Context: an optimization exercise on an open-source flow, tuned for a short achievable clock period and few clock cycles. The choices shown serve that exercise and are no tape-out recipe.
The RTL was checked by simulation tests, not by an equivalence proof against the original design.
Power and IR drop assume default switching activity.

$ cat flow/design.v
module idxfp (
    input             clk,
    input             rst,             
    input             reset_capable,   
    input             poll,
    input      [31:0] now,
    output            busy,
    input             rx_avail,
    input       [7:0] rx_data,
    output            rx_pop,
    output            rdr_rst_n,
    output            ev_read,
    output            ev_remove,
    output     [39:0] ev_tag,
    input             cfg_req,
    input             cfg_we,
    input       [1:0] cfg_addr,
    input      [31:0] cfg_wdata,
    output     [31:0] cfg_rdata
);
    reg         rc;          
    reg         act;         
    reg         pe;          
    reg         pq;          
    reg  [3:0]  cnt;         
    reg         seen;        
    reg         f_rt;        
    reg         f_exp;       
    reg         nr, nm;      
    reg         np;          
    reg  [11:0] dl_lo;       
    reg  [20:0] now_hi;      
    reg  [11:0] dl_mid;      
    reg  [47:0] fb;          
    reg  [7:0]  syn;         
    reg  [4:0]  eqb;         
    reg  [3:0]  hold;
    reg  [3:0]  ncnt;
    reg         fd_err;
    reg         in_frame;
    reg  [1:0]  pstate;
    reg  [32:0] deadline;
    reg  [39:0] last_tag;
    reg  [31:0] wait_r;
    reg  [1:0]  ev_en;
    reg  [3:0]  errstat;
    reg  [31:0] cfg_rdata_q;
    wire        take = pe && rx_avail;    
    assign rx_pop    = take;
    assign busy      = act;
    assign ev_read   = nr && !(pq && rx_avail);
    assign ev_remove = nm && !(pq && rx_avail);
    assign rdr_rst_n = !np;
    assign ev_tag    = last_tag;
    assign cfg_rdata = cfg_rdata_q;
    wire        exp_ge;
    wire [11:0] dl_lo_n;
    wire [11:0] dl_mid_n;
    wire [10:0] dl_top;
    wire        rc_n, act_n, pe_n, pq_n, seen_n, f_rt_n, f_exp_n, nr_n, nm_n, np_n;
    wire        act_a, act_b, f_exp_a, f_exp_b, nm_a, nm_b;
    wire [3:0]  cnt_n;
    wire [11:0] dl_lo_q_n;
    wire [20:0] now_hi_n;
    wire [47:0] fb_n;
    wire [7:0]  syn_n;
    wire [4:0]  eqb_n;
    wire [3:0]  hold_n, ncnt_n;
    wire        fd_err_n, in_frame_n;
    wire [1:0]  pstate_n;
    wire [32:0] deadline_n;
    wire [39:0] last_tag_n;
    wire [31:0] wait_n;
    wire [1:0]  ev_en_n;
    wire [3:0]  errstat_n;
    wire [31:0] cfg_rdata_n;
    idxfp_cmp u_cmp (
        .now(now), .deadline(deadline), .ge(exp_ge)
    );
    idxfp_add u_add (
        .now_lo(now[10:0]), .now_hi(now_hi), .wait_r(wait_r),
        .dl_lo(dl_lo), .dl_mid(dl_mid),
        .dl_lo_n(dl_lo_n), .dl_mid_n(dl_mid_n), .dl_top(dl_top)
    );
    idxfp_next u_next (
        .rst(rst), .reset_capable(reset_capable), .poll(poll), .now(now),
        .rx_avail(rx_avail), .d(rx_data),
        .cfg_req(cfg_req), .cfg_we(cfg_we), .cfg_addr(cfg_addr), .cfg_wdata(cfg_wdata),
        .dl_lo_sum(dl_lo_n), .dl_top(dl_top),
        .rc(rc), .act(act), .pe(pe), .pq(pq), .cnt(cnt), .seen(seen), .f_rt(f_rt), .f_exp(f_exp),
        .nr(nr), .nm(nm), .np(np), .dl_lo(dl_lo), .now_hi(now_hi), .dl_mid(dl_mid),
        .fb(fb), .syn(syn), .eqb(eqb), .hold(hold), .ncnt(ncnt), .fd_err(fd_err), .in_frame(in_frame),
        .pstate(pstate), .deadline(deadline), .last_tag(last_tag),
        .wait_r(wait_r), .ev_en(ev_en), .errstat(errstat), .cfg_rdata_q(cfg_rdata_q),
        .rc_n(rc_n), .act_n(act_b), .pe_n(pe_n), .pq_n(pq_n), .cnt_n(cnt_n), .seen_n(seen_n),
        .f_rt_n(f_rt_n), .f_exp_n(f_exp_b), .nr_n(nr_n), .nm_n(nm_b), .np_n(np_n),
        .act_a(act_a), .f_exp_a(f_exp_a), .nm_a(nm_a),
        .dl_lo_q_n(dl_lo_q_n), .now_hi_n(now_hi_n),
        .fb_n(fb_n), .syn_n(syn_n), .eqb_n(eqb_n), .hold_n(hold_n), .ncnt_n(ncnt_n), .fd_err_n(fd_err_n),
        .in_frame_n(in_frame_n), .pstate_n(pstate_n), .deadline_n(deadline_n),
        .last_tag_n(last_tag_n), .wait_n(wait_n), .ev_en_n(ev_en_n),
        .errstat_n(errstat_n), .cfg_rdata_n(cfg_rdata_n)
    );
    idxfp_late u_late (
        .ge(exp_ge), .a({act_a, f_exp_a, nm_a}), .b({act_b, f_exp_b, nm_b}),
        .y({act_n, f_exp_n, nm_n})
    );
    always @(posedge clk) begin
        rc          <= rc_n;
        act         <= act_n;
        pe          <= pe_n;
        pq          <= pq_n;
        cnt         <= cnt_n;
        seen        <= seen_n;
        f_rt        <= f_rt_n;
        f_exp       <= f_exp_n;
        nr          <= nr_n;
        nm          <= nm_n;
        np          <= np_n;
        dl_lo       <= dl_lo_q_n;
        now_hi      <= now_hi_n;
        dl_mid      <= dl_mid_n;
        fb          <= fb_n;
        syn         <= syn_n;
        eqb         <= eqb_n;
        hold        <= hold_n;
        ncnt        <= ncnt_n;
        fd_err      <= fd_err_n;
        in_frame    <= in_frame_n;
        pstate      <= pstate_n;
        deadline    <= deadline_n;
        last_tag    <= last_tag_n;
        wait_r      <= wait_n;
        ev_en       <= ev_en_n;
        errstat     <= errstat_n;
        cfg_rdata_q <= cfg_rdata_n;
    end
endmodule
module idxfp_cmp (
    input  [31:0] now,
    input  [32:0] deadline,
    output        ge
);
    wire [31:0] g0 = now & ~deadline[31:0];
    wire [31:0] e0 = ~(now ^ deadline[31:0]);
    wire [15:0] g1, e1;
    wire [7:0]  g2, e2;
    wire [3:0]  g3, e3;
    wire [1:0]  g4, e4;
    genvar k;
    generate
        for (k = 0; k < 16; k = k + 1) begin : l1
            assign g1[k] = g0[2*k+1] | (e0[2*k+1] & g0[2*k]);
            assign e1[k] = e0[2*k+1] & e0[2*k];
        end
        for (k = 0; k < 8; k = k + 1) begin : l2
            assign g2[k] = g1[2*k+1] | (e1[2*k+1] & g1[2*k]);
            assign e2[k] = e1[2*k+1] & e1[2*k];
        end
        for (k = 0; k < 4; k = k + 1) begin : l3
            assign g3[k] = g2[2*k+1] | (e2[2*k+1] & g2[2*k]);
            assign e3[k] = e2[2*k+1] & e2[2*k];
        end
        for (k = 0; k < 2; k = k + 1) begin : l4
            assign g4[k] = g3[2*k+1] | (e3[2*k+1] & g3[2*k]);
            assign e4[k] = e3[2*k+1] & e3[2*k];
        end
    endgenerate
    wire gt = g4[1] | (e4[1] & g4[0]);
    wire eq = e4[1] & e4[0];
    assign ge = !deadline[32] && (gt || eq);
endmodule
module idxfp_late (
    input        ge,
    input  [2:0] a,
    input  [2:0] b,
    output [2:0] y
);
    assign y = b | (a & {3{ge}});
endmodule
module idxfp_add (
    input  [10:0] now_lo,
    input  [20:0] now_hi,
    input  [31:0] wait_r,
    input  [11:0] dl_lo,
    input  [11:0] dl_mid,
    output [11:0] dl_lo_n,
    output [11:0] dl_mid_n,
    output [10:0] dl_top
);
    assign dl_lo_n  = {1'b0, now_lo} + {1'b0, wait_r[10:0]};
    assign dl_mid_n = {1'b0, now_hi[10:0]} + {1'b0, wait_r[21:11]} + {11'd0, dl_lo[11]};
    assign dl_top   = now_hi[20:11] + wait_r[31:22] + {9'd0, dl_mid[11]};
endmodule
module idxfp_cls (
    input      [7:0] d,
    input     [39:0] ch,
    output           c_stx,
    output           c_etx,
    output           c_hex,
    output           c_inv,
    output     [3:0] nib,
    output     [4:0] d_eq
);
    wire c_pad  = (d == 8'h0D) || (d == 8'h0A);
    wire c_hexd = (d[7:4] == 4'h3) && (!d[3] || (d[2:1] == 2'b00));
    wire c_hexl = (d[7:3] == 5'b01000) && (d[2:0] != 3'd0) && (d[2:0] != 3'd7);
    assign c_stx = (d == 8'h02);
    assign c_etx = (d == 8'h03);
    assign c_hex = c_hexd || c_hexl;
    assign c_inv = !(c_stx || c_etx || c_pad || c_hex);
    assign nib   = c_hexd ? d[3:0] :
                   {1'b1, (d[2:0] >= 3'd3), (d[2:0] == 3'd1 || d[2:0] == 3'd2 || d[2:0] == 3'd5 || d[2:0] == 3'd6), !d[0]};
    assign d_eq  = {d == ch[7:0], d == ch[15:8], d == ch[23:16], d == ch[31:24], d == ch[39:32]};
endmodule
module idxfp_next (
    input             rst,
    input             reset_capable,
    input             poll,
    input      [31:0] now,
    input             rx_avail,
    input       [7:0] d,
    input             cfg_req,
    input             cfg_we,
    input       [1:0] cfg_addr,
    input      [31:0] cfg_wdata,
    input      [11:0] dl_lo_sum,
    input      [10:0] dl_top,
    input             rc, act, pe, pq,
    input       [3:0] cnt,
    input             seen, f_rt, f_exp, nr, nm, np,
    input      [11:0] dl_lo,
    input      [20:0] now_hi,
    input      [11:0] dl_mid,
    input      [47:0] fb,
    input       [7:0] syn,
    input       [4:0] eqb,
    input       [3:0] hold, ncnt,
    input             fd_err, in_frame,
    input       [1:0] pstate,
    input      [32:0] deadline,
    input      [39:0] last_tag,
    input      [31:0] wait_r,
    input       [1:0] ev_en,
    input       [3:0] errstat,
    input      [31:0] cfg_rdata_q,
    output reg        rc_n, act_n, pe_n, pq_n,
    output reg  [3:0] cnt_n,
    output reg        seen_n, f_rt_n, f_exp_n, nr_n, nm_n, np_n,
    output reg [11:0] dl_lo_q_n,
    output reg [20:0] now_hi_n,
    output reg [47:0] fb_n,
    output reg  [7:0] syn_n,
    output reg  [4:0] eqb_n,
    output reg  [3:0] hold_n, ncnt_n,
    output reg        fd_err_n, in_frame_n,
    output reg  [1:0] pstate_n,
    output reg [32:0] deadline_n,
    output reg [39:0] last_tag_n,
    output reg [31:0] wait_n,
    output reg  [1:0] ev_en_n,
    output reg  [3:0] errstat_n,
    output reg [31:0] cfg_rdata_n,
    output            act_a, f_exp_a, nm_a
);
    localparam [31:0] WAIT_RESET = 32'd1000;
    localparam [1:0] P_IDLE    = 2'd0;
    localparam [1:0] P_SETTLED = 2'd1;
    localparam [1:0] P_AWAIT   = 2'd2;
    wire       c_stx, c_etx, c_hex, c_inv;
    wire [4:0] d_eq;
    wire [3:0] nib;
    wire [39:0] lt_ch;
    idxfp_cls u_cls (
        .d(d), .ch(lt_ch), .c_stx(c_stx), .c_etx(c_etx), .c_hex(c_hex),
        .c_inv(c_inv), .nib(nib), .d_eq(d_eq)
    );
    wire       ok     = !fd_err;
    wire       n12    = (ncnt == 4'd12);
    wire       inc    = ok && !n12;           
    wire       ovf    = ok && n12;            
    wire       hsel   = inc && !ncnt[0];      
    wire       tag_ok = ok && (syn == 8'd0);
    wire       wr     = c_hex && inc && ncnt[0];   
    reg  [7:0] fb_old;                        
    always @* begin
        case (ncnt[3:1])
        3'd0:    fb_old = fb[47:40];
        3'd1:    fb_old = fb[39:32];
        3'd2:    fb_old = fb[31:24];
        3'd3:    fb_old = fb[23:16];
        3'd4:    fb_old = fb[15:8];
        default: fb_old = fb[7:0];
        endcase
    end
    wire       take   = pe && rx_avail;       
    wire       endc   = act && !take;         
    wire       dec    = take && c_etx && tag_ok;
    wire       fin16  = take && !pq;
    genvar g;
    generate
        for (g = 0; g < 5; g = g + 1) begin : ltc
            wire [3:0] v = last_tag[35 - 8 * g -: 4];
            assign lt_ch[39 - 8 * g -: 8] = (v < 4'd10) ? (8'h30 + {4'd0, v})
                                                        : (8'h37 + {4'd0, v});
        end
    endgenerate
    wire [4:0] eq_new;
    generate
        for (g = 0; g < 5; g = g + 1) begin : eqn
            assign eq_new[g] = (hold == last_tag[39 - 8 * g -: 4]) && d_eq[g];
        end
    endgenerate
    wire       can_wr  = ok && ncnt[0] && (ncnt[3:1] <= 3'd4);
    wire       settle  = (fd_err && !c_stx) || dec ||
                         (seen && (&eqb) && (!can_wr || !c_hex));
    wire       seen_b = seen || dec;
    wire may_exp = rc && (pstate == P_AWAIT);
    wire exp_new = 1'b0;                      
    assign act_a   = !rst && poll && may_exp;
    assign f_exp_a = !rst && poll && may_exp;
    assign nm_a    = !rst && poll && may_exp && ev_en[1];
    integer i;
    always @* begin
        rc_n        = rc;
        act_n       = act;
        pe_n        = pe;
        pq_n        = pq;
        cnt_n       = cnt;
        seen_n      = seen;
        f_rt_n      = f_rt;
        f_exp_n     = f_exp;
        nr_n        = nr;
        nm_n        = nm;
        np_n        = np;
        dl_lo_q_n   = dl_lo;
        now_hi_n    = now_hi;
        fb_n        = fb;
        syn_n       = syn;
        eqb_n       = eqb;
        hold_n      = hold;
        ncnt_n      = ncnt;
        fd_err_n    = fd_err;
        in_frame_n  = in_frame;
        pstate_n    = pstate;
        deadline_n  = deadline;
        last_tag_n  = last_tag;
        wait_n      = wait_r;
        ev_en_n     = ev_en;
        errstat_n   = errstat;
        cfg_rdata_n = cfg_rdata_q;
        if (rst) begin
            rc_n        = reset_capable;
            act_n       = 1'b0;
            pe_n        = 1'b0;
            pq_n        = 1'b0;
            cnt_n       = 4'd0;
            seen_n      = 1'b0;
            f_rt_n      = 1'b0;
            f_exp_n     = 1'b0;
            nr_n        = 1'b0;
            nm_n        = 1'b0;
            np_n        = 1'b0;
            dl_lo_q_n   = 12'd0;
            now_hi_n    = 21'd0;
            fb_n        = 48'd0;
            syn_n       = 8'd0;
            eqb_n       = 5'h1f;
            hold_n      = 4'd0;
            ncnt_n      = 4'd0;
            fd_err_n    = 1'b1;
            in_frame_n  = 1'b0;
            pstate_n    = P_IDLE;
            deadline_n  = 33'd0;
            last_tag_n  = 40'd0;
            wait_n      = WAIT_RESET;
            ev_en_n     = 2'd0;
            errstat_n   = 4'd0;
            cfg_rdata_n = 32'd0;
        end else begin
            if (endc || fin16) begin
                if (seen) begin
                    pstate_n = rc ? P_AWAIT : P_SETTLED;
                    if (rc) deadline_n = {dl_top, dl_mid[10:0], dl_lo[10:0]};
                end else if (f_exp) begin
                    pstate_n = P_IDLE;
                end
            end
            if (poll) begin
                act_n     = rx_avail || exp_new;
                pe_n      = rx_avail;
                pq_n      = rx_avail;
                cnt_n     = 4'd0;
                seen_n    = 1'b0;
                dl_lo_q_n = dl_lo_sum;
                now_hi_n  = now[31:11];
                f_rt_n    = ev_en[0] && (!rc || pstate != P_AWAIT);
                f_exp_n   = exp_new;
                nr_n      = 1'b0;
                np_n      = 1'b0;
                nm_n      = exp_new && ev_en[1];
            end else if (take) begin
                cnt_n  = cnt + 4'd1;
                pe_n   = (cnt != 4'd15);
                seen_n = seen_b;
                nr_n   = seen_b && f_rt;
                np_n   = seen_b && rc;
                nm_n   = !seen_b && f_exp && ev_en[1];
                pq_n   = (cnt != 4'd15);
                if (fin16) begin
                    act_n = 1'b0;
                    nr_n  = 1'b0;
                    nm_n  = 1'b0;
                    np_n  = 1'b0;
                end
            end else if (endc) begin
                act_n = 1'b0;
                pe_n  = 1'b0;
                pq_n  = 1'b0;
                nr_n  = 1'b0;
                nm_n  = 1'b0;
                np_n  = 1'b0;
            end
            if (cfg_req) begin
                if (cfg_we) begin
                    case (cfg_addr)
                    2'd0: wait_n    = cfg_wdata;
                    2'd1: ev_en_n   = cfg_wdata[1:0];
                    2'd2: errstat_n = errstat & ~cfg_wdata[3:0];
                    default: ;
                    endcase
                end else begin
                    case (cfg_addr)
                    2'd0:    cfg_rdata_n = wait_r;
                    2'd1:    cfg_rdata_n = {30'd0, ev_en};
                    2'd2:    cfg_rdata_n = {28'd0, errstat};
                    default: cfg_rdata_n = 32'd0;
                    endcase
                end
            end
            if (take) begin
                if (c_stx) begin
                    ncnt_n     = 4'd0;
                    fd_err_n   = 1'b0;
                    in_frame_n = 1'b1;
                end
                if (c_etx)
                    in_frame_n = 1'b0;
                if (c_hex && inc)
                    ncnt_n = ncnt + 4'd1;
                if ((c_hex && ovf) || (c_inv && ok))
                    fd_err_n = 1'b1;
                if (c_hex && hsel)
                    hold_n = nib;
                for (i = 0; i < 6; i = i + 1)
                    if (c_hex && inc && ncnt == 2 * i + 1)
                        fb_n[47 - 8 * i -: 8] = {hold, nib};
                if (wr)
                    syn_n = syn ^ fb_old ^ {hold, nib};
                for (i = 0; i < 5; i = i + 1)
                    if (c_hex && inc && ncnt == 2 * i + 1)
                        eqb_n[i] = eq_new[i];
                if (dec)
                    eqb_n = 5'h1f;
                if (cnt == 4'd14 && settle)
                    pq_n = 1'b0;
                if (dec)
                    last_tag_n = fb[47:8];
                if (in_frame) begin
                    if (c_etx && ok && !tag_ok) errstat_n[0] = 1'b1;
                    if (c_stx)                  errstat_n[1] = 1'b1;
                    if (c_inv && ok)            errstat_n[2] = 1'b1;
                    if (c_hex && ovf)           errstat_n[3] = 1'b1;
                end
            end
        end
    end
endmodule
$ cat flow/run.sh
#!/bin/bash
# synth_recipe.tcl (not shown) runs the flow's synth.tcl, then flattens the netlist and writes it again
# the make line also repeats each setting of config.mk as NAME=value (left out here)
make -C /OpenROAD-flow-scripts/flow DESIGN_CONFIG=/design/flow/config.mk WORK_HOME=/design/flow/orfs CLKGATE_MAP_FILE= SYNTH_SCRIPT=/design/flow/synth_recipe.tcl finish
$ cat flow/config.mk
export PLATFORM = sky130hd
export DESIGN_NAME = idxfp
export DESIGN_NICKNAME = idxfp
export VERILOG_FILES = /design/flow/design.v
export SDC_FILE = /design/flow/constraint.sdc
export NUM_CORES = 4
export LEC_CHECK = 0
export CAP_MARGIN = 20
export CORE_MARGIN = 2
export CORE_UTILIZATION = 40
export SETUP_SLACK_MARGIN = 2.7
export SLEW_MARGIN = 20
export SYNTH_HIERARCHICAL = 1
$ cat flow/constraint.sdc
create_clock -name core_clock -period 5.0 [get_ports {clk}]
set_input_delay 1.0000 -clock core_clock [delete_from_list [all_inputs] [get_ports {clk}]]
set_output_delay 1.0000 -clock core_clock [all_outputs]
set_load 0.01 [all_outputs]
==> results of run 1 <==
## power by group through the flow
stage          Sequential (uW)  Clock [uW]  Combinational (uW)
2_1_floorplan             2300           0                 254
3_3_place_gp              2300           0                 392
3_5_place_dp              2300           0                 396
4_1_cts                   2260        2340                 419
5_1_grt                   2260        2430                 481
6_report                  2260        2300                 438
## final timing paths
check	to	slack, ns	depth (start not counted)
min reg2reg	deadline[19]	0.43	2
max	syn[7]	2.53	11
max reg2reg	syn[0]	2.64	6
min	deadline[19]	0.43	2
## logic make-up after synthesis
family	Yosys count
AND/OR/NAND/NOR	598
AO/OA/AOI/OAI	327
flip-flops	275
buffers and inverters	184
multiplexers	111
XOR/XNOR	99
adder cells (fa/ha/maj)	81
other	1
## cell usage after synthesis, types with 6 or more instances
master    instances
a21boi_1          7
a21o_1           12
a21oi_1         173
a22oi_1          31
a31oi_1           6
and2_1            7
and3_1           11
buf_1             7
buf_2            22
clkbuf_1         66
dfxtp_1         275
ha_1             76
inv_1            80
mux2_2            7
mux2i_1          99
nand2_1         271
nand2b_1          8
nand3_1          23
nand3b_1          9
nand4_1          21
nor2_1          169
nor2b_1          17
nor3_1           18
nor3b_1           8
o211ai_1          8
o21a_1           10
o21ai_0          19
o31ai_1           8
xnor2_1          79
xor2_1           20
## through the flow
step | cell area, um2 | util, %
after floorplan | 14500 | -
after global placement | 16200 | 46.8
after detailed placement | 16200 | 46.8
after CTS | 17800 | 51.4
after global routing | 18900 | 54.5
final | 18900 | 54.5
## layout make-up
class                      instances  area [um2]
fill                            3121       15800
multi-input combinational       1222        8890
sequential                       275        5540
timing repair buffer             242        2510
clock buffer                      49         952
tap                              455         569
inverter                          81         314
clock inverter                     6        91.3
## worst max-delay path, stage by stage
cell and delay, ns:
buf_12 0.13, nor4_4 0.30, nand3_2 0.14, nand2_4 0.11, nand4b_1 0.12, buf_4 0.17, nor3_4 0.19, buf_6 0.15
buf_16 0.10, a21boi_4 0.17, mux2_4 0.31
## state kept, by name, indices dropped and copies added, names as in the netlist, 2 cells and up
signal,flops
cfg_rdata_q,32
fb,48
syn,8
errstat,4
hold,4
dl_mid,12
last_tag,40
cnt,4
now_hi,21
eqb,5
dl_lo,12
deadline,33
ev_en,2
pstate,2
wait_r,32
ncnt,4
## Yosys stat by module (local to each module, per instance)
module | area [um2] | times used | cells | flip-flops and latches
idxfp_cmp | 800 | 1 | 109 | 0
idxfp | 5530 | 1 | 279 | 275
idxfp_add | 1360 | 1 | 172 | 0
idxfp_late | 22.5 | 1 | 3 | 0
idxfp_next | 5650 | 1 | 1019 | 0
idxfp_cls | 709 | 1 | 94 | 0
## routing by layer
layer,vias to the layer above,GRT usage (%),wire [um]
met1,5848,29.5,19200
met3,64,3.05,2170
li1,6074,-,-
met5,-,0,25
met4,4,5.47,881
met2,295,35.6,20100
## repair_timing
item	in CTS	in global routing
gates resized for setup	272	176
setup endpoints to repair	259	156
buffers inserted	25	26
pin swaps	33	54
gates cloned	4	12
==> run_results.csv, run 1 <==
group,metric,value,unit
worst_setup_path,arrival,2.92,ns
worst_setup_path,path_max_fanout,12,
finish,mostFrequentLayoutCells,"dfxtp_1 (252), nand2_1 (223), nor2_1 (168)",
job,maxCapViolCount,0,
drt,via_per_inst,5.27,
clock_tree,clock_latency,0.57,ns
sta,timing.final.crit_period,2.47,ns
yosys,yosysTopAreaCellShare,39.1,%
power,clkPwrFrac,46.0,%
worst_setup_path,crit_path_end_kind,"register",
drt,drc,0,
clock_tree,hold_buffers,0,
drt,ant_nets,0,
die,start_util,40.6,%
sta,holdWs,0.432,ns
yosys,yosysSeqAreaShare,39.1,%
power,p_seq_share,45.2,%
global_routing,first_global_vias,11385,
sta,finalHoldViolCount,0,
sta,final.setup.worst_slack,2.53,ns
status,status,"complete, no violations",
clock_tree,cts_num_sinks,275,
power,total_power,4990,uW
yosys,synth_compound_gate_area_share,14.6,%
finish,synthToLayoutAreaGrowth,34.1,%
clock_tree,path_clk_slew,0.06,ns
power,p_comb_share,8.8,%
power,power_leakage,0.00753,uW
die,die_height,192,um
sta,skew,0.0104,ns
placement,dpl.cell_count,2208,
sta,setup_viol,0,
clock_tree,clockBufferDepth,3,
clock_tree,cts_max_level,1,
placement,gp_congestion,0.859,
placement,port_buffers,157,
power,p_per_area,265,nW/um2
min_path,min-delay-start,"dl_mid[8]",
power,p_sw_share,23.3,%
worst_setup_path,path_class,"primary input to register",
finish,finalNonFillerCells,2330,
power,vdd_ir_drop_max,254,uV
min_path,hp-class,"register to register",
worst_setup_path,crit_required,5.44,ns
worst_setup_path,r2r-start,"ncnt[2]",
yosys,synth_fa_ha_area_share,7.47,%
drt,drt_first_pass_iters,5,
yosys,synthXorXnorAreaFrac,6.16,%
sta,rsz0062_at_grt,"yes",
sta,fin_tns_setup,0,ns
clock_tree,root_buffer,"clkbuf_16",
drt,drt_iter0_markers,856,
yosys,yosys-mux-area-fraction,8.00,%
die,coreArea,34600,um2
die,die_w,192,um
sta,finalMaxSlewViolations,0,
drt,wl_per_cell,18.2,um
die,row_count,68,
yosys,synth_seq_cells,275,
sta,fin_crit_sh,49.4,%
yosys,avgSynthCellArea,8.40,um2
power,p_int,3830,uW
global_routing,grt_overflow,0,
global_routing,antenna_found_initial,2,
yosys,ys_types,76,
die,die_area,36700,um2
yosys,synth_cells,1676,
sta,worst_pin_slew,1.11,ns
placement,place_ws,0.804,ns
die,ios,158,
worst_setup_path,cp-startpoint,"rx_data[3]",
yosys,syn-cell-area,14100,um2
yosys,synth_largest_area_cell,"dfxtp_1",
drt,vias,12285,
worst_setup_path,start_kind,"primary input",
yosys,synth_top_family_by_area,"simple AND/OR/NAND/NOR gates",
placement,dp_hpwl,27500,um
global_routing,grt_start_max_net_pins,158,
power,p_switching,1160,uW
yosys,synth-simple-area-share,19.2,%
finish,layout-drive-gt1-share,19.6,%
yosys,postSynth.asyncResetShare,0,%
yosys,yosysWarnings,8,
finish,antennaDiodeCount,0,
yosys,synth.area.top_cells,"dfxtp_1 (39%), nand2_1 (7.2%), mux2i_1 (7.0%), ha_1 (6.8%), a21oi_1 (6.2%)",
yosys,synth_edf_count,0,
finish,final_common_cell,"dfxtp_1",
yosys,synth-main-ff-cell,"dfxtp_1",
drt,wl,42300,um
clock_tree,numCtsBuffers,30,
sta,max_freq,0.405,GHz
global_routing,grt_usage,21.5,%
finish,nNetsFinal,2014,
sta,maxSlewHeadroom,26.0,%
clock_tree,cts_tree,"done",
global_routing,grt_pass1_wl,62800,um
Testbench counts, summed over its fixed seeds: cycles 53,695.
==> inputs of run 2 (changes only) <==
--- a/flow/design.v
+++ b/flow/design.v
@@ -194,23 +194,2 @@
 endmodule
-module idxfp_cls (
-    input      [7:0] d,
-    input     [39:0] ch,
-    output           c_stx,
-    output           c_etx,
-    output           c_hex,
-    output           c_inv,
-    output     [3:0] nib,
-    output     [4:0] d_eq
-);
-    wire c_pad  = (d == 8'h0D) || (d == 8'h0A);
-    wire c_hexd = (d[7:4] == 4'h3) && (!d[3] || (d[2:1] == 2'b00));
-    wire c_hexl = (d[7:3] == 5'b01000) && (d[2:0] != 3'd0) && (d[2:0] != 3'd7);
-    assign c_stx = (d == 8'h02);
-    assign c_etx = (d == 8'h03);
-    assign c_hex = c_hexd || c_hexl;
-    assign c_inv = !(c_stx || c_etx || c_pad || c_hex);
-    assign nib   = c_hexd ? d[3:0] :
-                   {1'b1, (d[2:0] >= 3'd3), (d[2:0] == 3'd1 || d[2:0] == 3'd2 || d[2:0] == 3'd5 || d[2:0] == 3'd6), !d[0]};
-    assign d_eq  = {d == ch[7:0], d == ch[15:8], d == ch[23:16], d == ch[31:24], d == ch[39:32]};
-endmodule
 module idxfp_next (
@@ -269,10 +248,11 @@
     localparam [1:0] P_AWAIT   = 2'd2;
-    wire       c_stx, c_etx, c_hex, c_inv;
-    wire [4:0] d_eq;
-    wire [3:0] nib;
-    wire [39:0] lt_ch;
-    idxfp_cls u_cls (
-        .d(d), .ch(lt_ch), .c_stx(c_stx), .c_etx(c_etx), .c_hex(c_hex),
-        .c_inv(c_inv), .nib(nib), .d_eq(d_eq)
-    );
+    wire c_stx  = (d == 8'h02);
+    wire c_etx  = (d == 8'h03);
+    wire c_pad  = (d == 8'h0D) || (d == 8'h0A);
+    wire c_hexd = (d[7:4] == 4'h3) && (!d[3] || (d[2:1] == 2'b00));
+    wire c_hexl = (d[7:3] == 5'b01000) && (d[2:0] != 3'd0) && (d[2:0] != 3'd7);
+    wire c_hex  = c_hexd || c_hexl;
+    wire c_inv  = !(c_stx || c_etx || c_pad || c_hex);
+    wire [3:0] nib = c_hexd ? d[3:0] :
+                     {1'b1, (d[2:0] >= 3'd3), (d[2:0] == 3'd1 || d[2:0] == 3'd2 || d[2:0] == 3'd5 || d[2:0] == 3'd6), !d[0]};
     wire       ok     = !fd_err;
@@ -299,19 +279,2 @@
     wire       fin16  = take && !pq;
-    genvar g;
-    generate
-        for (g = 0; g < 5; g = g + 1) begin : ltc
-            wire [3:0] v = last_tag[35 - 8 * g -: 4];
-            assign lt_ch[39 - 8 * g -: 8] = (v < 4'd10) ? (8'h30 + {4'd0, v})
-                                                        : (8'h37 + {4'd0, v});
-        end
-    endgenerate
-    wire [4:0] eq_new;
-    generate
-        for (g = 0; g < 5; g = g + 1) begin : eqn
-            assign eq_new[g] = (hold == last_tag[39 - 8 * g -: 4]) && d_eq[g];
-        end
-    endgenerate
-    wire       can_wr  = ok && ncnt[0] && (ncnt[3:1] <= 3'd4);
-    wire       settle  = (fd_err && !c_stx) || dec ||
-                         (seen && (&eqb) && (!can_wr || !c_hex));
     wire       seen_b = seen || dec;
@@ -461,6 +424,6 @@
                     if (c_hex && inc && ncnt == 2 * i + 1)
-                        eqb_n[i] = eq_new[i];
+                        eqb_n[i] = ({hold, nib} == last_tag[39 - 8 * i -: 8]);
                 if (dec)
                     eqb_n = 5'h1f;
-                if (cnt == 4'd14 && settle)
+                if (cnt == 4'd14 && (fd_err_n || (seen_b && (&eqb_n))))
                     pq_n = 1'b0;
==> flow/flow/run.sh (new file) <==
#!/bin/bash
# The standard layout flow (standard.sh), with the platform's don't-use
# list extended by slow high-fan-in OR/NOR cells, 3-input XOR/XNOR cells and
# the adder cells, so that ABC and the resizer map the logic onto faster
# gates. Everything else, synthesis script included, is the standard flow.
set -euo pipefail
here=$(pwd)
du=$(make -s -C "$FLOW_HOME" DESIGN_CONFIG="$here/config.mk" WORK_HOME="$here/orfs" \
       print-DONT_USE_CELLS 2> "$here/print_dont_use.log" | sed -n 's/^DONT_USE_CELLS: //p')
extra=$(tr '\n' ' ' < "$here/flow/dont_use_extra.txt")
bash standard.sh "DONT_USE_CELLS=$du $extra" finish > "$here/standard_flow.log" 2>&1
==> flow/flow/dont_use_extra.txt (new file) <==
sky130_fd_sc_hd__or3_*
sky130_fd_sc_hd__or3b_*
sky130_fd_sc_hd__or4_*
sky130_fd_sc_hd__or4b_*
sky130_fd_sc_hd__or4bb_*
sky130_fd_sc_hd__nor4_*
sky130_fd_sc_hd__nor4b_*
sky130_fd_sc_hd__nor4bb_*
sky130_fd_sc_hd__xor3_*
sky130_fd_sc_hd__xnor3_*
sky130_fd_sc_hd__a2111o_*
sky130_fd_sc_hd__a2111oi_*
sky130_fd_sc_hd__fa_*
sky130_fd_sc_hd__ha_*
==> flow/standard.sh (new file) <==
#!/bin/bash
# synth_recipe.tcl (not shown) runs the flow's synth.tcl, then flattens the netlist and writes it again
# the make line also repeats each setting of config.mk as NAME=value (left out here)
make -C /OpenROAD-flow-scripts/flow DESIGN_CONFIG=/design/flow/config.mk WORK_HOME=/design/flow/orfs CLKGATE_MAP_FILE= SYNTH_SCRIPT=/design/flow/synth_recipe.tcl "${@:-finish}"
removed: flow/run.sh
==> run_results.csv, run 2 <==
group,metric,value,unit
sta,finalMaxSlewViolations,0,
yosys,synth_cells,1618,
sta,setup_viol,0,
status,status,"complete, no violations",
sta,max_freq,0.412,GHz
placement,gp_congestion,0.835,
die,die_height,188,um
yosys,synth_largest_area_cell,"dfxtp_1",
die,row_count,67,
yosys,synth-main-ff-cell,"dfxtp_1",
finish,max_flop_register,"fb",
clock_tree,cts_num_sinks,275,
finish,largestRegisters,"fb x48, last_tag x40, deadline x33",
drt,drt_iter0_markers,869,
yosys,synth_seq_cells,275,
sta,maxSlewHeadroom,35.8,%
global_routing,grt_overflow,0,
drt,ant_nets,0,
worst_setup_path,crit_required,4.00,ns
yosys,ys_types,96,
sta,fin_crit_sh,48.6,%
worst_setup_path,start_kind,"primary input",
power,power_leakage,0.00679,uW
worst_setup_path,r2r_end,"syn[6]",
finish,largest_reg_flops,48,
clock_tree,cts_tree,"done",
placement,placed_cell_area,15500,um2
worst_setup_path,worstRegToRegCells,8,
worst_setup_path,rrSetupSlack,2.75,ns
yosys,synth.area.top_cells,"dfxtp_1 (41%), nand2_1 (7.7%), a21oi_1 (5.8%), xnor2_1 (5.8%), nor2_1 (5.1%)",
yosys,yosysTopAreaCellShare,40.7,%
yosys,synth_most_common_cell,"nand2_1",
sta,worst_pin_slew,0.963,ns
worst_setup_path,path_class,"primary input to primary output",
finish,nNetsFinal,1878,
finish,design_area,17600,um2
power,vdd_ir_drop_max,294,uV
drt,vias,12073,
clock_tree,hold_buffers,0,
worst_setup_path,crit_chain,"buf_12 > a21boi_4 > buf_2",
yosys,synth_edf_count,0,
sta,rsz0062_at_grt,"yes",
drt,drc,0,
placement,dpl.cell_count,2145,
clock_tree,clock_latency,0.57,ns
min_path,hp-class,"register to register",
worst_setup_path,cpPeakStageDelay,0.16,ns
global_routing,grt_usage,22.1,%
finish,mostFrequentLayoutCells,"nand2_1 (271), dfxtp_1 (249), nor2_1 (175)",
yosys,synth_common_cells,"nand2_1 (277), dfxtp_1 (275), nor2_1 (183), a21oi_1 (158), xnor2_1 (89)",
sta,fin_tns_setup,0,ns
placement,dp_hpwl,27400,um
clock_tree,numCtsBuffers,31,
die,coreArea,33400,um2
finish,finalNonFillerCells,2267,
worst_setup_path,slowest_stage,"a21boi_4",
global_routing,first_global_vias,11469,
yosys,yosysSeqAreaShare,40.7,%
finish,synthToLayoutAreaGrowth,29.8,%
clock_tree,cts_max_level,1,
drt,drt_first_pass_iters,7,
worst_setup_path,endpoint,"ev_read",
die,ios,158,
global_routing,antenna_found_initial,2,
die,start_util,40.5,%
clock_tree,clockBufferDepth,3,
drt,wl_per_cell,17.9,um
job,maxCapViolCount,0,
clock_tree,root_buffer,"clkbuf_16",
placement,port_buffers,157,
drt,via_per_inst,5.33,
yosys,avgSynthCellArea,8.36,um2
worst_setup_path,path_max_fanout,5,
yosys,syn-cell-area,13500,um2
global_routing,grt_pass1_wl,63100,um
sta,finalHoldViolCount,0,
drt,wl,40500,um
die,die_w,188,um
finish,final_common_cell,"nand2_1",
finish,layout-drive-gt1-share,18.0,%
die,die_area,35300,um2
power,p_per_area,284,nW/um2
clock_tree,path_clk_slew,0.06,ns
yosys,postSynth.asyncResetShare,0,%
worst_setup_path,r2r-start,"ncnt[2]",
global_routing,grt_start_max_net_pins,132,
sta,timing.final.crit_period,2.43,ns
worst_setup_path,crit_path_end_kind,"primary output",
worst_setup_path,arrival,1.43,ns
yosys,yosysWarnings,8,
sta,skew,0.0303,ns
worst_setup_path,cp-startpoint,"rx_avail",
==> run 2: cell count changes in the layout (fill, tap and decap cells not counted), sizes merged, moves of 18 or more <==
cell | before | now
clkbuf | 66 | 48
mux2i | 99 | 68
inv | 80 | 30
maj3 | 0 | 20
ha | 76 | 0
o21ai | 24 | 43
a211oi | 6 | 26
==> run 2: logic make-up after synthesis <==
logic type / after synthesis / share of synthesized area (%)
xor gates and xnor gates: 125 / 8.23
AOI/OAI and AO/OA: 366 / 18.4
and+or+nand+nor: 628 / 21.3
muxes: 76 / 5.70
adders and majority gates: 20 / 1.55
buffers and inverters: 128 / 4.20
DFF: 275 / 40.7
==> run 2: area by class of cell <==
type	count	area, um2
fillers	3069	15900
multi-input cells	1215	8000
flip-flops and latches	275	5550
repair buffers	244	2330
clock buffers	44	875
well taps	448	561
clock inverters	10	138
inverters	30	113
diodes	1	2.50
==> run 2: modules after synthesis (local to each module, per instance) <==
module      copies in the design  cell area [um2]  cells inside  flip-flops and latches
idxfp_cmp                      1              729           108                       0
idxfp_late                     1             22.5             3                       0
idxfp_next                     1             5880          1042                       0
idxfp_add                      1             1370           186                       0
idxfp                          1             5530           279                     275
==> run 2: worst min path at each step <==
stage	from	to	slack [ns]	cells after the start
final	dl_mid[1]	deadline[12]	0.43	2
after global routing	dl_lo[0]	deadline[0]	0.45	2
after CTS	dl_mid[1]	deadline[12]	0.44	2
after detailed placement	dl_mid[1]	deadline[12]	0.43	2
after global placement	dl_mid[0]	deadline[11]	0.42	2
after floorplan	dl_mid[10]	deadline[21]	0.42	2
==> run 2: per-layer routing <==
| metal | GRT usage [%] | up-vias | part of all wire (%) |
|---|---|---|---|
| met3 | 3.09 | 67 | 4.9 |
| li1 | - | 5934 | - |
| met1 | 30.2 | 5776 | 45 |
| met2 | 36.5 | 294 | 47 |
| met5 | 0 | - | 0.027 |
| met4 | 5.69 | 2 | 2.2 |
==> run 2: through the flow <==
stage	setup WS (ns)	power, uW	util, %	hold slack [ns]
after floorplan	2.41	2560	-	0.417
after global placement	1.25	2710	46.4	0.420
after detailed placement	1.18	2710	46.4	0.427
after CTS	2.49	5010	50.9	0.436
after global routing	2.55	5170	52.5	0.455
final	2.57	4990	52.5	0.433
==> run 2: critical path, delay by kind of cell <==
kind            cells  cell delay [ns]
compound gates      1             0.16
buf+inv             2             0.26
==> run 2: power breakdown <==
group | internal (uW) | leakage, uW | switching [uW]
logic | 206 | 0.00405 | 239
registers | 2230 | 0.00224 | 43.3
clock network | 1360 | 0.000490 | 910
total | 3800 | 0.00679 | 1190
==> run 2: repair_timing <==
| action | in CTS | in global routing |
|---|---|---|
| gates cloned | 1 | 1 |
| buffers inserted | 43 | 22 |
| resized for setup | 225 | 93 |
| pin swaps | 39 | 57 |
| setup endpoints to repair | 273 | 150 |
Testbench counts of run 2, summed over its fixed seeds: cycles 53,383.
==> inputs of run 3 (changes only) <==
--- a/flow/design.v
+++ b/flow/design.v
@@ -314,31 +314,3 @@
         cfg_rdata_n = cfg_rdata_q;
-        if (rst) begin
-            rc_n        = reset_capable;
-            act_n       = 1'b0;
-            pe_n        = 1'b0;
-            pq_n        = 1'b0;
-            cnt_n       = 4'd0;
-            seen_n      = 1'b0;
-            f_rt_n      = 1'b0;
-            f_exp_n     = 1'b0;
-            nr_n        = 1'b0;
-            nm_n        = 1'b0;
-            np_n        = 1'b0;
-            dl_lo_q_n   = 12'd0;
-            now_hi_n    = 21'd0;
-            fb_n        = 48'd0;
-            syn_n       = 8'd0;
-            eqb_n       = 5'h1f;
-            hold_n      = 4'd0;
-            ncnt_n      = 4'd0;
-            fd_err_n    = 1'b1;
-            in_frame_n  = 1'b0;
-            pstate_n    = P_IDLE;
-            deadline_n  = 33'd0;
-            last_tag_n  = 40'd0;
-            wait_n      = WAIT_RESET;
-            ev_en_n     = 2'd0;
-            errstat_n   = 4'd0;
-            cfg_rdata_n = 32'd0;
-        end else begin
+        begin
             if (endc || fin16) begin
@@ -439,2 +411,21 @@
         end
+        if (rst) begin
+            rc_n        = reset_capable;
+            act_n       = 1'b0;
+            pe_n        = 1'b0;
+            nr_n        = 1'b0;
+            nm_n        = 1'b0;
+            np_n        = 1'b0;
+            fb_n        = 48'd0;
+            syn_n       = 8'd0;
+            eqb_n       = 5'h1f;
+            fd_err_n    = 1'b1;
+            in_frame_n  = 1'b0;
+            pstate_n    = P_IDLE;
+            deadline_n  = 33'd0;
+            last_tag_n  = 40'd0;
+            wait_n      = WAIT_RESET;
+            ev_en_n     = 2'd0;
+            errstat_n   = 4'd0;
+        end
     end
==> run_results.csv, run 3 <==
group,metric,value,unit
clock_tree,cts_num_sinks,275,
worst_setup_path,crit_required,5.44,ns
die,ios,158,
die,row_count,66,
yosys,postSynth.asyncResetShare,0,%
yosys,synth_common_cells,"nand2_1 (310), dfxtp_1 (275), a21oi_1 (163), nor2_1 (100), xnor2_1 (93)",
worst_setup_path,crit_top_cell,"a211oi_4",
worst_setup_path,crit_path_end_kind,"register",
worst_setup_path,slowest_stage,"maj3_2",
yosys,yosysTopAreaCellShare,42.0,%
yosys,synth-main-ff-cell,"dfxtp_1",
worst_setup_path,start_kind,"primary input",
yosys,ys_types,85,
sta,max_freq,0.415,GHz
clock_tree,path_clk_slew,0.06,ns
status,status,"complete, no violations",
clock_tree,clockBufferDepth,3,
placement,place_ws,1.01,ns
job,maxCapViolCount,0,
global_routing,grt_usage,21.5,%
placement,gp_congestion,0.841,
die,coreArea,32500,um2
yosys,synth_cells,1560,
finish,nNetsFinal,1790,
finish,largest_reg_flops,48,
die,start_util,40.4,%
worst_setup_path,crit_chain,"buf_8 > nand2b_4 > maj3_2 > a211oi_4 > o221ai_4 > a211oi_4 > o21bai_4 > a41o_1 > a21o_1",
finish,synthToLayoutAreaGrowth,27.1,%
worst_setup_path,path_class,"primary input to register",
yosys,syn-cell-area,13100,um2
global_routing,grt_pass1_wl,59000,um
die,die_height,185,um
clock_tree,numCtsBuffers,30,
sta,worst_pin_slew,0.853,ns
sta,holdWs,0.435,ns
finish,n_fill_cell,3095,
placement,dp_hpwl,26000,um
yosys,avgSynthCellArea,8.41,um2
clock_tree,clock_latency,0.56,ns
yosys,synth_seq_cells,275,
drt,drt_first_pass_iters,7,
finish,max_flop_register,"fb",
drt,wl,37600,um
clock_tree,cts_tree,"done",
global_routing,antenna_found_initial,4,
global_routing,grt_overflow,0,
finish,design_area,16700,um2
drt,wl_per_cell,17.3,um
power,power_leakage,0.00636,uW
global_routing,first_global_vias,10918,
power,p_per_area,300,nW/um2
sta,finalHoldViolCount,0,
finish,largestRegisters,"fb x48, last_tag x40, deadline x33",
worst_setup_path,path_delay_family,"compound AO/OA/AOI/OAI gates",
drt,drc,0,
sta,setup_viol,0,
sta,fin_tns_setup,0,ns
finish,mostFrequentLayoutCells,"nand2_1 (305), dfxtp_1 (256), a21oi_1 (160)",
power,total_power,5000,uW
global_routing,grt_start_max_net_pins,107,
worst_setup_path,arrival,2.85,ns
finish,final_common_cell,"nand2_1",
sta,fin_crit_sh,48.2,%
drt,ant_nets,0,
drt,via_per_inst,5.31,
sta,timing.final.crit_period,2.41,ns
yosys,synth_edf_count,0,
clock_tree,root_buffer,"clkbuf_16",
sta,final.setup.worst_slack,2.59,ns
die,die_w,185,um
worst_setup_path,cpPeakStageDelay,0.34,ns
finish,layout-drive-gt1-share,17.1,%
yosys,synth_largest_area_cell,"dfxtp_1",
die,die_area,34300,um2
yosys,synth_most_common_cell,"nand2_1",
yosys,synth.area.top_cells,"dfxtp_1 (42%), nand2_1 (8.9%), a21oi_1 (6.2%), xnor2_1 (6.2%), mux2_2 (3.3%)",
yosys,yosysWarnings,8,
sta,finalMaxSlewViolations,0,
power,vdd_ir_drop_max,248,uV
worst_setup_path,critPathBufInv,1,
yosys,yosysSeqAreaShare,42.0,%
placement,placed_cell_area,15200,um2
clock_tree,cts_max_level,1,
min_path,hp-class,"register to register",
sta,maxSlewHeadroom,43.1,%
sta,skew,0.0159,ns
placement,port_buffers,157,
drt,vias,11557,
sta,rsz0062_at_grt,"yes",
worst_setup_path,path_max_fanout,3,
drt,drt_iter0_markers,649,
## run 3: cell count changes after synthesis, sizes merged, moves of 28 or more
cell,previous run,this run
nor2,186,102
mux2i,68,21
a22oi,35,2
mux2,8,40
nand2,281,311
a22o,2,30
## run 3: worst paths after layout
path                            cells after the start           end  slack [ns]  startpoint
worst min-delay path                                2  deadline[16]        0.44   dl_mid[5]
worst min register to register                      2  deadline[16]        0.44   dl_mid[5]
worst max register to register                      7            pq        2.77     hold[1]
worst max-delay path                                9           act        2.59      now[0]
## run 3: cell families after synthesis
group	synth area share, %
compound gates	18.0
mux	5.72
buf+inv	3.95
simple gates	20.4
fa+ha+maj	1.52
flops	42.0
xor+xnor	8.53
## run 3: repair_timing
action	in CTS	in global routing
endpoints found under the setup margin	287	87
buffers inserted	25	6
cloned	3	0
hold buffers	0	0
pin swaps	24	26
resized for setup	195	64
## run 3: stage by stage
stage	util, %	cells
detailed placement	46.9	2085
global placement	46.9	2085
global route	51.4	2176
finish	51.4	2176
CTS	50.7	2169
floorplan	-	1560
## run 3: Yosys stat by module (local to each module, per instance)
| module | area, um2 | flops+latches | copies in the design | cells inside |
|---|---|---|---|---|
| idxfp_next | 5460 | 0 | 1 | 977 |
| idxfp_late | 22.5 | 0 | 1 | 3 |
| idxfp_cmp | 729 | 0 | 1 | 108 |
| idxfp | 5530 | 275 | 1 | 279 |
| idxfp_add | 1380 | 0 | 1 | 193 |
## run 3: tightest hold or removal path, cell delays in order, from the launching register on
cell and delay (ns):
dfxtp_1 0.30, nand2_1 0.05, a21oi_1 0.05
## run 3: area by class of cell
type	instances	area [um2]	share of cell area, %
antenna	1	2.50	0.0150
inverter	31	116	0.698
timing repair buffer	206	1900	11.4
clock buffer	45	898	5.39
tap	442	553	3.32
multi-input combinational	1165	7580	45.4
sequential	275	5530	33.2
clock inverter	11	88.8	0.533
## run 3: power by group
part | switching (uW) | internal, uW | total [uW] | leakage, uW
Sequential | 62.5 | 2260 | 2330 | 0.00225
Clock | 917 | 1290 | 2200 | 0.000487
Combinational | 235 | 230 | 465 | 0.00363
Total | 1210 | 3780 | 5000 | 0.00636
## run 3: routing by layer
layer	routed length [um]	vias up	track usage, %
met5	13	-	0
met3	1950	50	3.60
met4	744	2	5.21
met2	17900	254	36.3
met1	17000	5549	28.6
li1	-	5702	-
Testbench counts of run 3, summed over its fixed seeds: cycles 53,383.
==> inputs of run 4 (changes only) <==
--- a/flow/flow/dont_use_extra.txt
+++ b/flow/flow/dont_use_extra.txt
@@ -14 +14,8 @@
 sky130_fd_sc_hd__ha_*
+sky130_fd_sc_hd__maj3_*
+sky130_fd_sc_hd__a211oi_*
+sky130_fd_sc_hd__a211o_*
+sky130_fd_sc_hd__a311o_*
+sky130_fd_sc_hd__a311oi_*
+sky130_fd_sc_hd__o311a_*
+sky130_fd_sc_hd__o311ai_*
==> run_results.csv, run 4 <==
group,metric,value,unit
placement,dp_hpwl,26400,um
finish,final_common_cell,"nand2_1",
drt,wl,39000,um
yosys,avgSynthCellArea,8.32,um2
clock_tree,path_clk_slew,0.06,ns
yosys,synth_largest_area_cell,"dfxtp_1",
drt,drt_iter0_markers,736,
die,coreArea,32700,um2
power,total_power,5240,uW
clock_tree,clock_latency,0.56,ns
yosys,syn-cell-area,13400,um2
worst_setup_path,crit_required,4.00,ns
yosys,synth_common_cells,"nand2_1 (310), dfxtp_1 (275), a21oi_1 (175), nor2_1 (126), xnor2_1 (84)",
drt,drt_first_pass_iters,7,
min_path,hp-class,"register to register",
yosys,synth_most_common_cell,"nand2_1",
sta,maxSlewHeadroom,32.3,%
worst_setup_path,arrival,1.36,ns
sta,finalHoldViolCount,0,
finish,mostFrequentLayoutCells,"nand2_1 (308), dfxtp_1 (252), a21oi_1 (168)",
drt,wl_per_cell,17.6,um
clock_tree,root_buffer,"clkbuf_16",
global_routing,grt_usage,21.5,%
clock_tree,clockBufferDepth,3,
finish,largestRegisters,"fb x48, last_tag x40, deadline x33",
yosys,ys_types,85,
sta,finalMaxSlewViolations,0,
worst_setup_path,critPathBufInv,2,
yosys,yosysWarnings,8,
finish,synthToLayoutAreaGrowth,26.2,%
drt,drc,0,
global_routing,grt_start_max_net_pins,95,
power,vdd_ir_drop_max,299,uV
die,die_height,187,um
clock_tree,numCtsBuffers,31,
sta,max_freq,0.423,GHz
die,start_util,40.8,%
die,ios,158,
worst_setup_path,crit_chain,"buf_8 > and2_4 > buf_6",
drt,vias,11787,
global_routing,grt_pass1_wl,61700,um
die,die_area,34900,um2
sta,timing.final.crit_period,2.36,ns
sta,fin_crit_sh,47.3,%
die,die_w,187,um
yosys,synth_seq_cells,275,
worst_setup_path,start_kind,"primary input",
worst_setup_path,slowest_stage,"and2_4",
worst_setup_path,path_delay_family,"buffers and inverters",
yosys,synth-main-ff-cell,"dfxtp_1",
drt,via_per_inst,5.31,
placement,gp_congestion,0.837,
sta,skew,0.0108,ns
yosys,yosysSeqAreaShare,41.2,%
global_routing,antenna_found_initial,3,
sta,rsz0062_at_grt,"yes",
clock_tree,cts_num_sinks,275,
yosys,yosysTopAreaCellShare,41.2,%
finish,nNetsFinal,1830,
finish,layout-drive-gt1-share,16.4,%
finish,largest_reg_flops,48,
global_routing,grt_overflow,0,
global_routing,first_global_vias,11315,
sta,fin_tns_setup,0,ns
clock_tree,cts_max_level,1,
worst_setup_path,path_class,"primary input to primary output",
sta,setup_viol,0,
clock_tree,hold_buffers,0,
sta,worst_pin_slew,1.02,ns
worst_setup_path,cpPeakStageDelay,0.14,ns
clock_tree,cts_tree,"done",
drt,ant_nets,0,
worst_setup_path,path_max_fanout,4,
power,power_leakage,0.00650,uW
yosys,postSynth.asyncResetShare,0,%
die,row_count,66,
yosys,synth_edf_count,0,
status,status,"complete, no violations",
yosys,synth.area.top_cells,"dfxtp_1 (41%), nand2_1 (8.7%), a21oi_1 (6.6%), xnor2_1 (5.5%), mux2_2 (3.5%)",
job,maxCapViolCount,0,
power,p_per_area,311,nW/um2
finish,max_flop_register,"fb",
worst_setup_path,crit_path_end_kind,"primary output",
yosys,synth_cells,1606,
placement,port_buffers,157,
run 4: cell count changes in the layout (fill, tap and decap cells not counted), sizes merged, moves of 11 or more:
cell | previous run | this run
a211oi | 25 | 0
o21ai | 57 | 70
nor2 | 104 | 131
nor3 | 30 | 43
a21oi | 166 | 177
buf | 65 | 52
maj3 | 19 | 0
run 4: final timing paths:
kind | start | end | slack (ns) | depth (start not counted)
hold reg to reg | dl_mid[0] | deadline[11] | 0.43 | 2
setup reg to reg | ncnt[3] | pq | 2.76 | 6
hold / removal | dl_mid[0] | deadline[11] | 0.43 | 2
setup / recovery | rx_avail | rx_pop | 2.64 | 3
run 4: metrics by stage:
step	instance area, um2	setup slack, ns	util (%)	hold WS, ns	instances
after floorplan	13500	2.56	-	0.417	1606
after global placement	15300	1.26	46.7	0.421	2126
after detailed placement	15300	1.18	46.7	0.426	2126
after CTS	16600	2.53	50.8	0.436	2204
after global routing	16900	2.63	51.5	0.445	2218
final	16900	2.64	51.5	0.433	2218
run 4: final cells by class:
| class | instances | area, um2 |
|---|---|---|
| well taps | 442 | 553 |
| inverters | 33 | 124 |
| clock inverters | 14 | 208 |
| diodes | 2 | 5.00 |
| fillers | 3206 | 15800 |
| repair buffers | 199 | 1800 |
| flip-flops and latches | 275 | 5540 |
| multi-input cells | 1209 | 7720 |
| clock buffers | 44 | 905 |
run 4: timing repair:
item | 4_1_cts | 5_1_grt
setup endpoints to repair | 285 | 145
resized for setup | 195 | 64
cloned | 2 | 2
buffers inserted | 18 | 10
pin swaps | 21 | 22
run 4: logic make-up after synthesis:
group | after synthesis | synth area share, %
xor+xnor | 126 | 8.38
buf+inv | 126 | 4.25
simple gates | 609 | 20.7
flops | 275 | 41.2
compound gates | 395 | 19.0
mux | 75 | 6.45
run 4: per-layer routing:
metal	share of wire [%]	vias up	track usage, %
li1	-	5852	-
met1	45	5561	28.7
met2	46	292	35.4
met3	5.2	82	3.44
met4	3.6	0	7.23
met5	0	-	0
run 4: Yosys stat by module, one instance, submodules excluded:
module      cell area, um2  times used  flip-flops and latches
idxfp_add             1510           1                       0
idxfp                 5530           1                     275
idxfp_cmp              694           1                       0
idxfp_next            5600           1                       0
idxfp_late            22.5           1                       0
run 4: worst register-to-register path: cells and delay by family (launching register included):
family / cells / cell delay (ns)
AOI/OAI and AO/OA: 2 / 0.32
DFF: 1 / 0.69
and+or+nand+nor: 4 / 1.16
run 4: power by group:
group,internal [uW],leakage (uW),switching [uW]
clock,1510,0.000545,941
sequential,2260,0.00225,66.2
combinational,220,0.00370,235
==> inputs of run 5 (changes only) <==
--- a/flow/flow/dont_use_extra.txt
+++ b/flow/flow/dont_use_extra.txt
@@ -21 +21,6 @@
 sky130_fd_sc_hd__o311ai_*
+sky130_fd_sc_hd__nor3_*
+sky130_fd_sc_hd__nor3b_*
+sky130_fd_sc_hd__and4b_*
+sky130_fd_sc_hd__and4bb_*
+sky130_fd_sc_hd__mux4_*
==> run_results.csv, run 5 <==
group,metric,value,unit
drt,ant_nets,0,
finish,mostFrequentLayoutCells,"nand2_1 (317), dfxtp_1 (257), a21oi_1 (182)",
clock_tree,numCtsBuffers,31,
drt,vias,11936,
finish,layout-drive-gt1-share,14.9,%
worst_setup_path,crit_required,4.00,ns
worst_setup_path,start_kind,"primary input",
sta,fin_crit_sh,47.9,%
sta,timing.final.crit_period,2.40,ns
worst_setup_path,critPathBufInv,2,
sta,skew,0.0141,ns
clock_tree,clock_latency,0.56,ns
yosys,synth-main-ff-cell,"dfxtp_1",
clock_tree,cts_num_sinks,275,
power,vdd_ir_drop_max,260,uV
sta,setup_viol,0,
min_path,hp-class,"register to register",
drt,via_per_inst,5.33,
yosys,synth_edf_count,0,
yosys,yosysSeqAreaShare,40.9,%
job,maxCapViolCount,0,
yosys,avgSynthCellArea,8.27,um2
sta,finalHoldViolCount,0,
yosys,synth_cells,1627,
die,ios,158,
clock_tree,path_clk_slew,0.06,ns
yosys,synth_most_common_cell,"nand2_1",
worst_setup_path,arrival,1.40,ns
finish,largestRegisters,"fb x48, last_tag x40, deadline x33",
drt,wl,38900,um
finish,design_area,16800,um2
yosys,synth_seq_cells,275,
global_routing,grt_pass1_wl,62200,um
sta,finalMaxSlewViolations,0,
yosys,syn-cell-area,13500,um2
worst_setup_path,slowest_stage,"buf_2",
yosys,synth.area.top_cells,"dfxtp_1 (41%), nand2_1 (8.9%), a21oi_1 (6.9%), xnor2_1 (5.2%), nor2_1 (3.7%)",
placement,placed_cell_area,15400,um2
sta,max_freq,0.417,GHz
placement,gp_congestion,0.891,
power,power_leakage,0.00652,uW
die,coreArea,33400,um2
finish,nNetsFinal,1847,
global_routing,grt_overflow,0,
die,die_w,187,um
sta,maxSlewHeadroom,34.3,%
clock_tree,cts_max_level,1,
die,start_util,40.3,%
die,die_area,35100,um2
yosys,postSynth.asyncResetShare,0,%
worst_setup_path,cpPeakStageDelay,0.15,ns
yosys,synth_common_cells,"nand2_1 (319), dfxtp_1 (275), a21oi_1 (186), nor2_1 (131), xnor2_1 (80)",
status,status,"complete, no violations",
worst_setup_path,crit_chain,"buf_12 > a21boi_4 > buf_2",
worst_setup_path,r2r-start,"ncnt[1]",
sta,holdWs,0.436,ns
placement,dpl.cell_count,2158,
yosys,synth_largest_area_cell,"dfxtp_1",
global_routing,grt_start_max_net_pins,91,
finish,largest_reg_flops,48,
drt,wl_per_cell,17.4,um
finish,utilization,50.3,%
drt,drt_iter0_markers,760,
placement,dp_hpwl,27100,um
worst_setup_path,crit_path_end_kind,"primary output",
global_routing,antenna_found_initial,1,
clock_tree,clockBufferDepth,3,
sta,rsz0062_at_grt,"yes",
die,row_count,67,
worst_setup_path,path_delay_family,"buffers and inverters",
min_path,min_path_cells,2,
sta,worst_pin_slew,0.985,ns
worst_setup_path,path_class,"primary input to primary output",
min_path,holdPathEnd,"deadline[18]",
finish,max_flop_register,"fb",
min_path,min-delay-start,"dl_mid[7]",
clock_tree,cts_tree,"done",
finish,finalNonFillerCells,2239,
finish,final_common_cell,"nand2_1",
clock_tree,hold_buffers,0,
worst_setup_path,rrSetupSlack,2.82,ns
global_routing,first_global_vias,11479,
yosys,ys_types,83,
global_routing,grt_usage,21.7,%
clock_tree,root_buffer,"clkbuf_16",
drt,drc,0,
placement,port_buffers,157,
drt,drt_first_pass_iters,6,
yosys,yosysTopAreaCellShare,40.9,%
yosys,yosysWarnings,8,
power,p_per_area,304,nW/um2
sta,fin_tns_setup,0,ns
worst_setup_path,r2r_end,"pq",
worst_setup_path,path_max_fanout,5,
die,die_height,187,um
worst_setup_path,cp-startpoint,"rx_avail",
finish,synthToLayoutAreaGrowth,24.7,%
worst_setup_path,worstRegToRegCells,8,
==> run 5: cells by family (layout without fill, tap and decap cells) <==
logic type      count (synthesis)  count (layout)  synth area share (%)
simple gates                  604             604                  20.2
xor+xnor                      123             123                  8.23
flops                         275             275                  40.9
mux                            78              78                  6.22
other cells                     0               1                     0
compound gates                418             418                  20.3
buf+inv                       129             292                  4.11
==> run 5: layout make-up <==
cell class                      count  area, um2
Fill cell                        3266      16600
Multi-Input combinational cell   1223       7680
Sequential cell                   275       5540
Timing Repair Buffer              196       1820
Clock buffer                       48        910
Tap cell                          448        561
Inverter                           39        146
Clock inverter                      9        135
Antenna cell                        1       2.50
==> run 5: power by group <==
| part | leakage, uW | internal (uW) | switching [uW] |
|---|---|---|---|
| combinational | 0.00377 | 216 | 231 |
| clock | 0.000505 | 1400 | 931 |
| sequential | 0.00225 | 2260 | 64.2 |
==> run 5: worst max-delay path by stage <==
stage | to | slack (ns) | depth (start not counted)
after floorplan | pq | 2.47 | 8
after global placement | fb[36] | 1.21 | 9
after detailed placement | fb[37] | 1.15 | 9
after CTS | ev_read | 2.56 | 3
after global routing | ev_read | 2.60 | 3
final | ev_read | 2.60 | 3
==> run 5: modules after synthesis, one instance, submodules excluded <==
module / copies in the design / area (um2)
idxfp: 1 / 5530
idxfp_cmp: 1 / 696
idxfp_add: 1 / 1560
idxfp_next: 1 / 5650
idxfp_late: 1 / 22.5
==> run 5: repair_timing <==
item | 4_1_cts | 5_1_grt
gates cloned | 1 | 0
endpoints found under the setup margin | 296 | 123
setup buffers | 21 | 1
pin swaps | 17 | 14
resized for setup | 200 | 62
==> run 5: tightest hold or removal path, stage by stage, from the launching register on <==
cell and delay (ns):
dfxtp_1 0.30, nand2_1 0.04, a21oi_1 0.05
==> run 5: through the flow <==
| stage | setup slack, ns | power (uW) |
|---|---|---|
| after floorplan | 2.47 | 2640 |
| after global placement | 1.21 | 2800 |
| after detailed placement | 1.15 | 2810 |
| after CTS | 2.56 | 5150 |
| after global routing | 2.60 | 5300 |
| final | 2.60 | 5110 |
==> run 5: layer usage <==
metal	wire, um	GRT usage [%]	up-vias
li1	-	-	5890
met1	17100	27.8	5655
met2	18300	37.2	316
met3	2170	3.58	75
met4	1310	6.94	0
met5	0	0	-
==> inputs of run 6 (changes only) <==
==> flow/flow/run.sh (replaced) <==
#!/bin/bash
# The standard layout flow (standard.sh), with the platform's don't-use
# list extended by the slow cells listed in dont_use_extra.txt (high-fan-in
# OR/NOR cells, 3-input XOR/XNOR, adder and majority cells, wide AND-OR
# cells), so that ABC and the resizer map the logic onto faster gates.
# Everything else, synthesis script included, is the standard flow.
set -euo pipefail
here=$(pwd)
du=$(make -s -C "$FLOW_HOME" DESIGN_CONFIG="$here/config.mk" WORK_HOME="$here/orfs" \
       print-DONT_USE_CELLS 2> "$here/print_dont_use.log" | sed -n 's/^DONT_USE_CELLS: //p')
if [[ -z "$du" ]]; then
  echo "could not read the platform's DONT_USE_CELLS" >&2
  exit 1
fi
extra=$(tr '\n' ' ' < "$here/flow/dont_use_extra.txt")
bash standard.sh "DONT_USE_CELLS=$du $extra" finish > "$here/standard_flow.log" 2>&1
--- a/flow/flow/dont_use_extra.txt
+++ b/flow/flow/dont_use_extra.txt
@@ -21,6 +21 @@
 sky130_fd_sc_hd__o311ai_*
-sky130_fd_sc_hd__nor3_*
-sky130_fd_sc_hd__nor3b_*
-sky130_fd_sc_hd__and4b_*
-sky130_fd_sc_hd__and4bb_*
-sky130_fd_sc_hd__mux4_*
==> run_results.csv, run 6 <==
group,metric,value,unit
status,status,"complete, no violations",
sta,max_freq,0.423,GHz
power,p_sw_share,23.7,%
yosys,postSynth.asyncResetShare,0,%
yosys,avgSynthCellArea,8.32,um2
die,die_height,187,um
finish,mostFrequentLayoutCells,"nand2_1 (308), dfxtp_1 (252), a21oi_1 (168)",
yosys,synth_largest_area_cell,"dfxtp_1",
worst_setup_path,arrival,1.36,ns
sta,worst_pin_slew,1.02,ns
clock_tree,clockBufferDepth,3,
placement,dp_hpwl,26400,um
power,p_seq_share,44.5,%
yosys,synth_common_cells,"nand2_1 (310), dfxtp_1 (275), a21oi_1 (175), nor2_1 (126), xnor2_1 (84)",
drt,ant_nets,0,
die,die_w,187,um
min_path,min-delay-start,"dl_mid[0]",
global_routing,grt_usage,21.5,%
sta,setup_viol,0,
drt,wl,39000,um
yosys,synth.area.top_cells,"dfxtp_1 (41%), nand2_1 (8.7%), a21oi_1 (6.6%), xnor2_1 (5.5%), mux2_2 (3.5%)",
finish,nNetsFinal,1830,
yosys,yosysWarnings,8,
clock_tree,path_clk_slew,0.06,ns
worst_setup_path,start_kind,"primary input",
finish,final_common_cell,"nand2_1",
finish,n_fill_cell,3206,
worst_setup_path,crit_required,4.00,ns
sta,fin_crit_sh,47.3,%
die,row_count,66,
power,p_int,4000,uW
drt,vias,11787,
sta,skew,0.0108,ns
yosys,ys_types,85,
drt,wl_per_cell,17.6,um
yosys,synth_cells,1606,
power,clkPwrFrac,46.9,%
yosys,synth_most_common_cell,"nand2_1",
finish,largestRegisters,"fb x48, last_tag x40, deadline x33",
sta,finalHoldViolCount,0,
worst_setup_path,path_max_fanout,4,
clock_tree,cts_max_level,1,
sta,timing.final.crit_period,2.36,ns
power,p_per_area,311,nW/um2
die,ios,158,
global_routing,antenna_found_initial,3,
power,power_leakage,0.00650,uW
yosys,yosysTopAreaCellShare,41.2,%
global_routing,first_global_vias,11315,
clock_tree,root_buffer,"clkbuf_16",
job,maxCapViolCount,0,
yosys,synth_seq_cells,275,
sta,fin_tns_setup,0,ns
global_routing,grt_pass1_wl,61700,um
clock_tree,cts_num_sinks,275,
worst_setup_path,cp-startpoint,"rx_avail",
finish,design_area,16900,um2
power,p_switching,1240,uW
sta,maxSlewHeadroom,32.3,%
power,vdd_ir_drop_max,299,uV
clock_tree,hold_buffers,0,
yosys,syn-cell-area,13400,um2
worst_setup_path,crit_path_end_kind,"primary output",
power,p_comb_share,8.7,%
sta,finalMaxSlewViolations,0,
sta,rsz0062_at_grt,"yes",
finish,largest_reg_flops,48,
finish,max_flop_register,"fb",
worst_setup_path,r2r-start,"ncnt[3]",
die,start_util,40.8,%
drt,drt_iter0_markers,736,
drt,drc,0,
yosys,yosysSeqAreaShare,41.2,%
clock_tree,numCtsBuffers,31,
finish,layout-drive-gt1-share,16.4,%
placement,gp_congestion,0.837,
die,coreArea,32700,um2
drt,via_per_inst,5.31,
clock_tree,cts_tree,"done",
worst_setup_path,path_class,"primary input to primary output",
drt,drt_first_pass_iters,7,
placement,placed_cell_area,15300,um2
global_routing,grt_start_max_net_pins,95,
finish,synthToLayoutAreaGrowth,26.2,%
finish,utilization,51.5,%
placement,port_buffers,157,
clock_tree,clock_latency,0.56,ns
die,die_area,34900,um2
global_routing,grt_overflow,0,
yosys,synth-main-ff-cell,"dfxtp_1",
yosys,synth_edf_count,0,
min_path,hp-class,"register to register",
[run 6: critical path, cell delays in order]
cell    delay [ns]
buf_8         0.11
and2_4        0.14
buf_6         0.11
[run 6: per-module statistics from Yosys, one instance, submodules excluded]
module	area [um2]	times used	flops+latches	cells
idxfp_next	5600	1	0	991
idxfp	5530	1	275	279
idxfp_add	1510	1	0	217
idxfp_cmp	694	1	0	116
idxfp_late	22.5	1	0	3
[run 6: logic make-up (layout without fill, tap and decap cells)]
kind of cell,count (synthesis),count (layout),synth area share (%)
buffers and inverters,126,290,4.25
AOI/OAI and AO/OA,395,396,19.0
xor gates and xnor gates,126,126,8.38
DFF,275,275,41.2
other,0,2,0
and+or+nand+nor,609,612,20.7
muxes,75,75,6.45
[run 6: layout make-up]
| class | instances | area [um2] | share of cell area [%] |
|---|---|---|---|
| tap | 442 | 553 | 3.28 |
| multi-input combinational | 1209 | 7720 | 45.8 |
| clock buffer | 44 | 905 | 5.37 |
| inverter | 33 | 124 | 0.735 |
| clock inverter | 14 | 208 | 1.23 |
| sequential | 275 | 5540 | 32.9 |
| antenna | 2 | 5.00 | 0.0297 |
| timing repair buffer | 199 | 1800 | 10.7 |
[run 6: through the flow]
stage | worst slack (ns) | total power (uW) | hold slack, ns | cells
CTS | 2.53 | 5270 | 0.436 | 2204
detailed placement | 1.18 | 2820 | 0.426 | 2126
global placement | 1.26 | 2810 | 0.421 | 2126
finish | 2.64 | 5240 | 0.433 | 2218
global route | 2.63 | 5430 | 0.445 | 2218
floorplan | 2.56 | 2650 | 0.417 | 1606
[run 6: final timing paths]
check	end	slack, ns	cells after the start
worst max-delay path	rx_pop	2.64	3
worst min-delay path	deadline[11]	0.43	2
worst max register to register	pq	2.76	6
worst min register to register	deadline[11]	0.43	2
[run 6: power by group through the flow]
| stage | clock (uW) | combinational (uW) | sequential (uW) |
|---|---|---|---|
| final | 2450 | 455 | 2330 |
| after global routing | 2590 | 500 | 2340 |
| after CTS | 2500 | 449 | 2330 |
| after detailed placement | 0 | 441 | 2380 |
| after global placement | 0 | 436 | 2380 |
| after floorplan | 0 | 287 | 2360 |
[run 6: layer usage]
layer / vias up / GRT usage, % / routed length [um]
li1: 5852 / - / -
met1: 5561 / 28.7 / 17400
met2: 292 / 35.4 / 18100
met3: 82 / 3.44 / 2040
met4: 0 / 7.23 / 1390
met5: - / 0 / 0
[run 6: what timing repair did]
item                       CTS  global route
pin swaps                   21            22
cloned                       2             2
setup endpoints to repair  285           145
buffers inserted            18            10
resized for setup          195            64

Re-timed with assumed drivers on the ports (clkbuf_16 on the clock, buf_2 on other inputs), run 6 has 2.598 ns of setup slack against 2.635 ns with ideal ports, and 2.175 ns once port delays also move by the mid clock arrival of 0.603 ns.
